This is an optimization exercise on Yosys and OpenROAD, whose aim is small area, a short achievable clock period and few clock cycles, not a production implementation.
RTL that was checked went through simulation tests only; none was proved equivalent to the original.
Power figures rest on the tool's default switching activity, not on a simulated workload.

// hspap
module hspap (
    input  wire        clk,
    input  wire        rst,           
    input  wire [31:0] cfg_ps,
    input  wire [31:0] cfg_ppc,
    input  wire [31:0] cfg_win,
    input  wire [31:0] cfg_wout,
    input  wire [31:0] cfg_rate,
    input  wire        cmd_valid,
    input  wire [31:0] cmd_code,
    output wire [7:0]  status,
    output wire [12:0] loop_width,
    output wire        rm_we,
    output wire        rm_bank,
    output wire [13:0] rm_addr,
    output wire [31:0] rm_wdata
);
    localparam ST_IDLE  = 2'd0;
    localparam ST_BUSY  = 2'd1;
    localparam ST_DONE  = 2'd2;
    localparam ST_ERROR = 2'd3;
    wire code_ok = (cmd_code[31:2] == 30'd0) && (cmd_code[1] ^ cmd_code[0]);
    wire ppc_hi0 = (cfg_ppc[31:4] == 28'd0);
    wire p1 = ppc_hi0 && (cfg_ppc[3:0] == 4'd1);
    wire p2 = ppc_hi0 && (cfg_ppc[3:0] == 4'd2);
    wire p4 = ppc_hi0 && (cfg_ppc[3:0] == 4'd4);
    wire p8 = ppc_hi0 && (cfg_ppc[3:0] == 4'd8);
    wire ppc_ok = p1 | p2 | p4 | p8;
    wire ps_ok = (cfg_ps[31:5] == 27'd0) && (cfg_ps[4:0] != 5'd0) &&
                 (!cfg_ps[4] || (cfg_ps[3:0] == 4'd0));
    wire w_ok = (cfg_win != 32'd0) && (cfg_wout != 32'd0);
    wire r_ok = (cfg_rate != 32'd0);
    wire q8 = cfg_ppc[3], q4 = cfg_ppc[2], q2 = cfg_ppc[1];
    wire [13:0] lim = q8 ? 14'd10240 : 14'd7680;
    wire big = (cfg_win[31:14] != 18'd0) || (cfg_wout[31:14] != 18'd0) ||
               (cfg_win[13:0] > lim) || (cfg_wout[13:0] > lim);
    reg [3:0] chk_code;
    always @(*) begin
  ...
export LEC_CHECK = 0
export CAP_MARGIN = 20
export CORE_MARGIN = 2
export CORE_UTILIZATION = 40
export PLACE_DENSITY = 0.6
export SLEW_MARGIN = 20
create_clock -name core_clock -period 13.0 [get_ports {clk}]
standard.sh (not shown) runs the stock make flow with config.mk's settings and CLKGATE_MAP_FILE= SYNTH_SCRIPT=/design/flow/synth_recipe.tcl, a recipe that flattens the netlist after the stock synthesis.
==> flow/flow/run.sh <==
#!/bin/bash
# Standard ORFS layout, with timing repair aimed below the clock period so
# that the achieved period (clock period less setup slack) is short, and
# small port buffers.
set -euo pipefail
export SETUP_SLACK_MARGIN=9
export BUFFER_PORTS_ARGS="-buffer_cell sky130_fd_sc_hd__buf_1"
bash standard.sh > standard_flow.log 2>&1
Rerun with:
--- a/flow/design.v
+++ b/flow/design.v
@@ -56,31 +56,31 @@
     wire [12:0] nc_in = q8 ? {cm[10:0], 2'd0} : q4 ? {cm[11:0], 1'b0} : cm;
     wire [12:0] lw_in = (q8 | q4 | q2) ? cm : m14[12:0];
     wire [1:0]  pk_in = {q8 | q4, q8 | q2};
     reg [1:0]  state;
     reg [3:0]  errcode;
     reg [12:0] lw;
     reg        bank;
     reg        we_r;       
+    reg        sel_pa;     
     reg [12:0] dcnt;       
     reg [11:0] addr;
     reg [1:0]  pk;         
     reg [3:0]  sh;         
     reg [15:0] rl;         
     reg [13:0] rhc;        
     reg        rhf;        
     reg [15:0] frac;       
     reg [13:0] kc;
     reg        es, ep;
     reg [13:0] rem;        
     reg [2:0]  tap;
     reg [31:0] wr;
-    reg [25:0] pa;
-    reg        d2;         
+    reg [13:0] pa;
     wire busy = (state == ST_BUSY);
     wire        k0   = (kc == 14'd0);
     wire        k1   = (kc == 14'd1);
     wire        k2   = (kc == 14'd2);
     wire        zA   = es ? k1 : (k0 && !ep);
     wire        oneA = es ? k2 : ep ? k0 : k1;
     wire        emA  = zA && (rem != 14'd0);
     wire        tA   = !zA;
@@ -144,60 +144,61 @@
                 eB = phB | {5'd0, emB, 1'b0, tapB[2:0], 6'd0};
             end
         endcase
     end
     wire        single = (pk == 2'd0) && (dcnt == 13'd1) && lw[0];
     wire [1:0]  j = (pk == 2'd2) ? {1'b0, dcnt[0]} : (2'd0 - dcnt[1:0]);
     wire [15:0] eBs = single ? 16'd0 : eB;
     reg [31:0] wr_n;
-    reg [25:0] pa_n;
-    reg        we_n;
+    reg [13:0] pa_n;
+    reg        we_n, sel_n;
     always @(*) begin
         wr_n  = wr;
         pa_n  = pa;
         we_n  = 1'b1;
+        sel_n = 1'b0;
         case (pk)
             2'd0: wr_n = {eBs, eA};
             2'd1: wr_n = {16'd0, eA} | {7'd0, eB, 9'd0};
             2'd2: begin
                 if (j == 2'd0) begin
-                    wr_n = {18'd0, pa[13:0]};
-                    we_n = we_r;
-                    pa_n = {10'd0, eA} | {eB, 10'd0};
+                    wr_n  = {16'd0, eA} | {6'd0, eB, 10'd0};
+                    we_n  = we_r;
+                    sel_n = 1'b1;
                 end else begin
-                    wr_n = {6'd0, pa} | {eA[11:0], 20'd0} | {eB[1:0], 30'd0};
-                    pa_n = {12'd0, ({10'd0, eA[15:12]} | eB[15:2])};
+                    wr_n = wr | {eA[11:0], 20'd0} | {eB[1:0], 30'd0};
+                    pa_n = {10'd0, eA[15:12]} | eB[15:2];
                 end
             end
             default: begin
                 case (j)
                     2'd0: begin
                         wr_n = {16'd0, eA} | {5'd0, eB, 11'd0};
                         we_n = 1'b0;
                     end
                     2'd1: begin
                         wr_n = wr | {eA[9:0], 22'd0};
-                        pa_n = {14'd0, ({6'd0, eA[15:10]} | {eB[10:0], 1'b0})};
+                        pa_n = {2'd0, ({6'd0, eA[15:10]} | {eB[10:0], 1'b0})};
                     end
                     2'd2: begin
                         wr_n = {({4'd0, eA} | {eB[8:0], 11'd0}), pa[11:0]};
-                        pa_n = {19'd0, eB[15:9]};
+                        pa_n = {7'd0, eB[15:9]};
                     end
                     default: begin
                         wr_n = {8'd0, {17'd0, pa[6:0]} | {6'd0, eA, 2'd0} | {eB[10:0], 13'd0}};
                     end
                 endcase
             end
         endcase
     end
     assign rm_we      = we_r;
     assign rm_bank    = bank;
     assign rm_addr    = {addr, 2'b00};
-    assign rm_wdata   = wr;
+    assign rm_wdata   = sel_pa ? {18'd0, pa} : wr;
     assign status     = {errcode, 2'b00, state};
     assign loop_width = lw;
     always @(posedge clk) begin
         if (rst) begin
             state   <= ST_IDLE;
             errcode <= 4'd0;
             lw      <= 13'd0;
             we_r    <= 1'b0;
@@ -209,17 +210,17 @@
                 end else begin
                     state   <= ST_BUSY;
                     errcode <= 4'd0;
                     lw      <= lw_in;
                 end
             end
         end else if (dcnt != 13'd0) begin
             we_r   <= we_n;
-        end else if (pk == 2'd2 && !d2) begin
+        end else if (pk == 2'd2 && we_r && !sel_pa) begin
             we_r   <= 1'b1;      
         end else begin
             we_r   <= 1'b0;
             state  <= ST_DONE;
         end
     end
     always @(posedge clk) begin
         frac <= busy ? fB : 16'd0;
@@ -234,22 +235,22 @@
             bank   <= (cmd_code[1:0] == 2'd2);
             pk     <= pk_in;
             sh     <= 4'd0 - cfg_ps[3:0];
             rl     <= cfg_rate[15:0];
             rhc    <= (cfg_rate[31:30] != 2'd0) ? 14'h3fff : cfg_rate[29:16];
             rhf    <= (cfg_rate[31:16] == 16'hffff);
             dcnt   <= nc_in;
             addr   <= 12'd0;
-            d2     <= 1'b0;
+            sel_pa <= 1'b0;
         end else begin
             addr <= addr + {11'd0, we_r};
             if (dcnt != 13'd0) begin
                 dcnt   <= dcnt - 13'd1;
                 wr     <= wr_n;
                 pa     <= pa_n;
+                sel_pa <= sel_n;
             end else begin
-                wr     <= {18'd0, pa[13:0]};
-                d2     <= 1'b1;
+                sel_pa <= 1'b1;
             end
         end
     end
 endmodule
- The new run completed with no timing, DRC or antenna violations
- critical path depth rose by 2
- cell area fell by 4.2%
- fmax fell by about 3.4%
- worst setup slack is worse by 170 ps
- core utilization rose by 0.22 points
- non-clock buffer count fell by 23
- wire length fell by about 7%
- synthesized cell count fell by about 2.4%
Testbench counts after the change, summed over its fixed seeds: cycles 16,847.
No functional check of the RTL was part of the first run of this note.

---

run A:
The RTL this note starts from:
==> flow/design.v <==
module hspap (
    input  wire        clk,
    input  wire        rst,           
    input  wire [31:0] cfg_ps,
    input  wire [31:0] cfg_ppc,
    input  wire [31:0] cfg_win,
    input  wire [31:0] cfg_wout,
    input  wire [31:0] cfg_rate,
    input  wire        cmd_valid,
    input  wire [31:0] cmd_code,
    output wire [7:0]  status,
    output wire [12:0] loop_width,
    output wire        rm_we,
    output wire        rm_bank,
    output wire [13:0] rm_addr,
    output wire [31:0] rm_wdata
);
    localparam ST_IDLE  = 2'd0;
    localparam ST_BUSY  = 2'd1;
    localparam ST_DONE  = 2'd2;
    localparam ST_ERROR = 2'd3;
    wire code_ok = (cmd_code[31:2] == 30'd0) && (cmd_code[1] ^ cmd_code[0]);
    wire ppc_hi0 = (cfg_ppc[31:4] == 28'd0);
    wire p1 = ppc_hi0 && (cfg_ppc[3:0] == 4'd1);
    wire p2 = ppc_hi0 && (cfg_ppc[3:0] == 4'd2);
    wire p4 = ppc_hi0 && (cfg_ppc[3:0] == 4'd4);
    wire p8 = ppc_hi0 && (cfg_ppc[3:0] == 4'd8);
    wire ppc_ok = p1 | p2 | p4 | p8;
    wire ps_ok = (cfg_ps[31:5] == 27'd0) && (cfg_ps[4:0] != 5'd0) &&
                 (!cfg_ps[4] || (cfg_ps[3:0] == 4'd0));
    wire w_ok = (cfg_win != 32'd0) && (cfg_wout != 32'd0);
    wire r_ok = (cfg_rate != 32'd0);
    wire q8 = cfg_ppc[3], q4 = cfg_ppc[2], q2 = cfg_ppc[1];
    wire big = (cfg_win[31:14] != 18'd0) || (cfg_wout[31:14] != 18'd0) ||
               (q8 ? ((cfg_win[13:0] > 14'd10240) || (cfg_wout[13:0] > 14'd10240))
                   : ((cfg_win[13:0] > 14'd7680)  || (cfg_wout[13:0] > 14'd7680)));
    reg [3:0] chk_code;
    always @(*) begin
        if (!code_ok)     chk_code = 4'd6;
        else if (!ppc_ok) chk_code = 4'd1;
        else if (!ps_ok)  chk_code = 4'd2;
        else if (!w_ok)   chk_code = 4'd3;
        else if (!r_ok)   chk_code = 4'd4;
        else if (big)     chk_code = 4'd5;
        else              chk_code = 4'd0;
    end
    wire        wgt  = (cfg_win[13:0] > cfg_wout[13:0]);
    wire [13:0] m14  = wgt ? cfg_win[13:0] : cfg_wout[13:0];
    wire [12:0] sw   = q8 ? {3'd0, cfg_win[13:3]} : q4 ? {2'd0, cfg_win[13:2]} : cfg_win[13:1];
    wire        rw   = q8 ? (cfg_win[2:0] != 3'd0) : q4 ? (cfg_win[1:0] != 2'd0) : cfg_win[0];
    wire [12:0] so   = q8 ? {3'd0, cfg_wout[13:3]} : q4 ? {2'd0, cfg_wout[13:2]} : cfg_wout[13:1];
    wire        ro   = q8 ? (cfg_wout[2:0] != 3'd0) : q4 ? (cfg_wout[1:0] != 2'd0) : cfg_wout[0];
    wire [12:0] cw   = sw + {12'd0, rw};
    wire [12:0] co   = so + {12'd0, ro};
    wire [12:0] cm   = wgt ? cw : co;
    wire [12:0] lw_in = (q8 | q4 | q2) ? cm : m14[12:0];
    wire [1:0]  pk_in = {q8 | q4, q8 | q2};
    reg [1:0]  state;
    reg [3:0]  errcode;
    reg [12:0] lw;
    reg        bank;
    reg        we_r;       
    reg        sel_pa;     
    reg [12:0] cnt;        
    reg        cact;       
    reg [11:0] addr;
    reg [1:0]  pk;         
    reg [3:0]  sh;         
    reg [15:0] rl;         
    reg [13:0] rhc;        
    reg        rhf;        
    reg [15:0] frac;       
    reg [13:0] kc;
    reg        es, ep;
    reg [13:0] rem;        
    reg [2:0]  tap;
    reg [31:0] wr;
    reg [13:0] pa;
    wire busy = (state == ST_BUSY);
    wire        k0   = (kc == 14'd0);
    wire        k1   = (kc == 14'd1);
    wire        k2   = (kc == 14'd2);
    wire        zA   = es ? k1 : (k0 && !ep);
    wire        oneA = es ? k2 : ep ? k0 : k1;
    wire        emA  = zA && (rem != 14'd0);
    wire        tA   = !zA;
    wire [16:0] s1   = {1'b0, frac} + {1'b0, rl};
    wire [17:0] s2   = {2'b0, frac} + {1'b0, rl, 1'b0};
    wire        c1   = s1[16];
    wire        c2   = s2[17] | (s2[16] & ~c1);    
    wire [15:0] fA   = emA ? s1[15:0] : frac;
    wire        zE1  = c1 ? rhf : (rhc == 14'd0);   
    wire        zB   = tA ? oneA : emA ? zE1 : 1'b1;
    wire        remA1 = emA ? (rem[13:1] != 13'd0) : (rem != 14'd0);
    wire        emB  = zB && remA1;
    wire        tB   = !zB;
    wire [15:0] fB   = !emB ? fA : emA ? s2[15:0] : s1[15:0];
    wire        cI   = emA ? c2 : c1;
    reg  [13:0] kB;
    reg         esB, epB;
    always @(*) begin
        if (tA && tB) begin
            kB  = kc - (ep ? 14'd1 : 14'd2);
            esB = es;
            epB = 1'b0;
        end else if (emB) begin
            kB  = (cI & rhf) ? 14'd0 : rhc;
            esB = 1'b0;
            epB = cI & !rhf;
        end else if (emA && tB) begin
            kB  = rhc;
            esB = !c1;
            epB = 1'b0;
        end else begin
            kB  = 14'd0;
            esB = 1'b0;
            epB = 1'b0;
        end
    end
    wire [13:0] rem1 = rem - 14'd1;
    wire [13:0] rem2 = rem - 14'd2;
    wire [13:0] remB = (emA && emB) ? rem2 : (emA || emB) ? rem1 : rem;
    wire [2:0]  tapA = tap + {2'd0, tA};
    wire [2:0]  tapB = tapA + {2'd0, tB};
    wire [15:0] phA = frac >> sh;
    wire [15:0] phB = fA >> sh;
    reg [15:0] eA, eB;
    always @(*) begin
        case (pk)
            2'd0: begin
                eA = phA | {7'd0, emA, 8'd0};
                eB = phB | {7'd0, emB, 8'd0};
            end
            2'd1: begin
                eA = phA | {7'd0, emA, 1'b0, tapA[0], 6'd0};
                eB = phB | {7'd0, emB, 1'b0, tapB[0], 6'd0};
            end
            2'd2: begin
                eA = phA | {6'd0, emA, 1'b0, tapA[1:0], 6'd0};
                eB = phB | {6'd0, emB, 1'b0, tapB[1:0], 6'd0};
            end
            default: begin
                eA = phA | {5'd0, emA, 1'b0, tapA[2:0], 6'd0};
                eB = phB | {5'd0, emB, 1'b0, tapB[2:0], 6'd0};
            end
        endcase
    end
    wire [12:0] lwm1 = lw - 13'd1;
    reg  [12:0] cend;
    always @(*) begin
        case (pk)
            2'd0:    cend = {1'b0, lwm1[12:1]};
            2'd1:    cend = lwm1;
            2'd2:    cend = {lwm1[11:0], 1'b1};
            default: cend = {lwm1[10:0], 2'b11};
        endcase
    end
    wire        last   = (cnt == cend);
    wire        single = (pk == 2'd0) && last && lw[0];
    wire [1:0]  j = (pk == 2'd2) ? {1'b0, cnt[0]} : cnt[1:0];
    wire [15:0] eBs = single ? 16'd0 : eB;
    reg [31:0] wr_n;
    reg [13:0] pa_n;
    reg        we_n, sel_n;
    always @(*) begin
        wr_n  = wr;
        pa_n  = pa;
        we_n  = 1'b1;
        sel_n = 1'b0;
        case (pk)
            2'd0: wr_n = {eBs, eA};
            2'd1: wr_n = {16'd0, eA} | {7'd0, eB, 9'd0};
            2'd2: begin
                if (j == 2'd0) begin
                    wr_n  = {16'd0, eA} | {6'd0, eB, 10'd0};
                    we_n  = we_r;
                    sel_n = 1'b1;
                end else begin
                    wr_n = wr | {eA[11:0], 20'd0} | {eB[1:0], 30'd0};
                    pa_n = {10'd0, eA[15:12]} | eB[15:2];
                end
            end
            default: begin
                case (j)
                    2'd0: begin
                        wr_n = {16'd0, eA} | {5'd0, eB, 11'd0};
                        we_n = 1'b0;
                    end
                    2'd1: begin
                        wr_n = wr | {eA[9:0], 22'd0};
                        pa_n = {2'd0, ({6'd0, eA[15:10]} | {eB[10:0], 1'b0})};
                    end
                    2'd2: begin
                        wr_n = {({4'd0, eA} | {eB[8:0], 11'd0}), pa[11:0]};
                        pa_n = {7'd0, eB[15:9]};
                    end
                    default: begin
                        wr_n = {8'd0, {17'd0, pa[6:0]} | {6'd0, eA, 2'd0} | {eB[10:0], 13'd0}};
                    end
                endcase
            end
        endcase
    end
    assign rm_we      = we_r;
    assign rm_bank    = bank;
    assign rm_addr    = {addr, 2'b00};
    assign rm_wdata   = sel_pa ? {18'd0, pa} : wr;
    assign status     = {errcode, 2'b00, state};
    assign loop_width = lw;
    always @(posedge clk) begin
        if (rst) begin
            state   <= ST_IDLE;
            errcode <= 4'd0;
            lw      <= 13'd0;
            we_r    <= 1'b0;
        end else if (!busy) begin
            if (cmd_valid) begin
                if (chk_code != 4'd0) begin
                    state   <= ST_ERROR;
                    errcode <= chk_code;
                end else begin
                    state   <= ST_BUSY;
                    errcode <= 4'd0;
                    lw      <= lw_in;
                end
            end
        end else if (cact) begin
            we_r   <= we_n;
        end else if (pk == 2'd2 && we_r && !sel_pa) begin
            we_r   <= 1'b1;      
        end else begin
            we_r   <= 1'b0;
            state  <= ST_DONE;
        end
    end
    always @(posedge clk) begin
        frac <= busy ? fB : 16'd0;
        kc   <= busy ? kB : 14'd0;
        es   <= busy && esB;
        ep   <= busy && epB;
        rem  <= busy ? remB : cfg_wout[13:0];
        tap  <= busy ? tapB : 3'd0;
    end
    always @(posedge clk) begin
        if (!busy) begin
            bank   <= (cmd_code[1:0] == 2'd2);
            pk     <= pk_in;
            sh     <= 4'd0 - cfg_ps[3:0];
            rl     <= cfg_rate[15:0];
            rhc    <= (cfg_rate[31:30] != 2'd0) ? 14'h3fff : cfg_rate[29:16];
            rhf    <= (cfg_rate[31:16] == 16'hffff);
            cnt    <= 13'd0;
            cact   <= 1'b1;
            addr   <= 12'd0;
            sel_pa <= 1'b0;
        end else begin
            addr <= addr + {11'd0, we_r};
            if (cact) begin
                cnt    <= cnt + 13'd1;
                cact   <= !last;
                wr     <= wr_n;
                pa     <= pa_n;
                sel_pa <= sel_n;
            end else begin
                sel_pa <= 1'b1;
            end
        end
    end
endmodule
==> flow/config.mk <==
export PLATFORM = sky130hd
export DESIGN_NAME = hspap
export DESIGN_NICKNAME = hspap
export VERILOG_FILES = /design/flow/design.v
export SDC_FILE = /design/flow/constraint.sdc
export NUM_CORES = 4
export LEC_CHECK = 0
export CAP_MARGIN = 20
export CORE_MARGIN = 2
export CORE_UTILIZATION = 40
export PLACE_DENSITY = 0.6
export SLEW_MARGIN = 20
==> flow/constraint.sdc <==
create_clock -name core_clock -period 13.0 [get_ports {clk}]
set_input_delay 2.6000 -clock core_clock [delete_from_list [all_inputs] [get_ports {clk}]]
set_output_delay 2.6000 -clock core_clock [all_outputs]
set_load 0.01 [all_outputs]
Scripts as last shown in full above: flow/flow/run.sh
Testbench counts of run A, summed over its fixed seeds: cycles 16,847.
[inputs] run B vs run A
--- a/flow/design.v
+++ b/flow/design.v
@@ -43,19 +43,20 @@
         else if (!r_ok)   chk_code = 4'd4;
         else if (big)     chk_code = 4'd5;
         else              chk_code = 4'd0;
     end
     wire        wgt  = (cfg_win[13:0] > cfg_wout[13:0]);
-    wire [13:0] m14  = wgt ? cfg_win[13:0] : cfg_wout[13:0];
     wire [12:0] sw   = q8 ? {3'd0, cfg_win[13:3]} : q4 ? {2'd0, cfg_win[13:2]} : cfg_win[13:1];
     wire        rw   = q8 ? (cfg_win[2:0] != 3'd0) : q4 ? (cfg_win[1:0] != 2'd0) : cfg_win[0];
     wire [12:0] so   = q8 ? {3'd0, cfg_wout[13:3]} : q4 ? {2'd0, cfg_wout[13:2]} : cfg_wout[13:1];
     wire        ro   = q8 ? (cfg_wout[2:0] != 3'd0) : q4 ? (cfg_wout[1:0] != 2'd0) : cfg_wout[0];
     wire [12:0] cw   = sw + {12'd0, rw};
     wire [12:0] co   = so + {12'd0, ro};
-    wire [12:0] cm   = wgt ? cw : co;
-    wire [12:0] lw_in = (q8 | q4 | q2) ? cm : m14[12:0];
+    wire        q1   = !(q8 | q4 | q2);
+    wire [12:0] lww  = q1 ? cfg_win[12:0]  : cw;
+    wire [12:0] lwo  = q1 ? cfg_wout[12:0] : co;
+    wire [12:0] lw_in = wgt ? lww : lwo;
     wire [1:0]  pk_in = {q8 | q4, q8 | q2};
     reg [1:0]  state;
     reg [3:0]  errcode;
     reg [12:0] lw;
     reg        bank;
@@ -118,12 +119,14 @@
         end
     end
     wire [13:0] rem1 = rem - 14'd1;
     wire [13:0] rem2 = rem - 14'd2;
     wire [13:0] remB = (emA && emB) ? rem2 : (emA || emB) ? rem1 : rem;
-    wire [2:0]  tapA = tap + {2'd0, tA};
-    wire [2:0]  tapB = tapA + {2'd0, tB};
+    wire [2:0]  tap1 = tap + 3'd1;
+    wire [2:0]  tap2 = tap + 3'd2;
+    wire [2:0]  tapA = tA ? tap1 : tap;
+    wire [2:0]  tapB = (tA && tB) ? tap2 : (tA || tB) ? tap1 : tap;
     wire [15:0] phA = frac >> sh;
     wire [15:0] phB = fA >> sh;
     reg [15:0] eA, eB;
     always @(*) begin
         case (pk)
==> comparison <==
From run A to run B the numbers moved as follows: number of fillers in the final layout +117, power -0.00024 W, maximum clock rate -about 1.1%.
Clock group share of total power, run A and run B: smaller value in run B
Simple-gate share of the synthesized area (lower): run A
Re minimum period implied by the final worst setup slack: run B is 0.048 ns up on run A.
Per the comparison of run B with run A, portion of the layout cell area used by clock cells went down, cell count saw an increase.
Testbench counts of run B, summed over its fixed seeds: cycles 16,847.

## port drivers added, routing unchanged
The flow's constraints put no driver on any port. The routed layouts listed below were extracted and timed again, unchanged, in two steps.
Step 1, drivers: a clkbuf_16 drives clk and a buf_2 each remaining input, both assumed.
Step 2 moves the port delays by t, midway between the first and last clock arrival at a register: inputs arrive t later, outputs are due t later. That takes back most of the time a late clock gives input paths.
a / b / c = ideal ports / drivers / drivers and shift; a / b = the first two.
run	t, ns	slack for setup (ns)	worst setup path after step 2
the first run of note 1	0.520	8.242 / 8.239 / 7.719	input to register
the second run of note 1	0.504	8.076 / 8.080 / 7.576	input to register
run A	0.518	8.767 / 8.764 / 8.246	input to register
run B	0.527	8.719 / 8.721 / 8.194	input to register
After both steps setup and hold are still met in every run listed. For run B, which loses most, drivers alone change the setup slack by +0.002 ns; drivers and shift together by -0.525 ns.
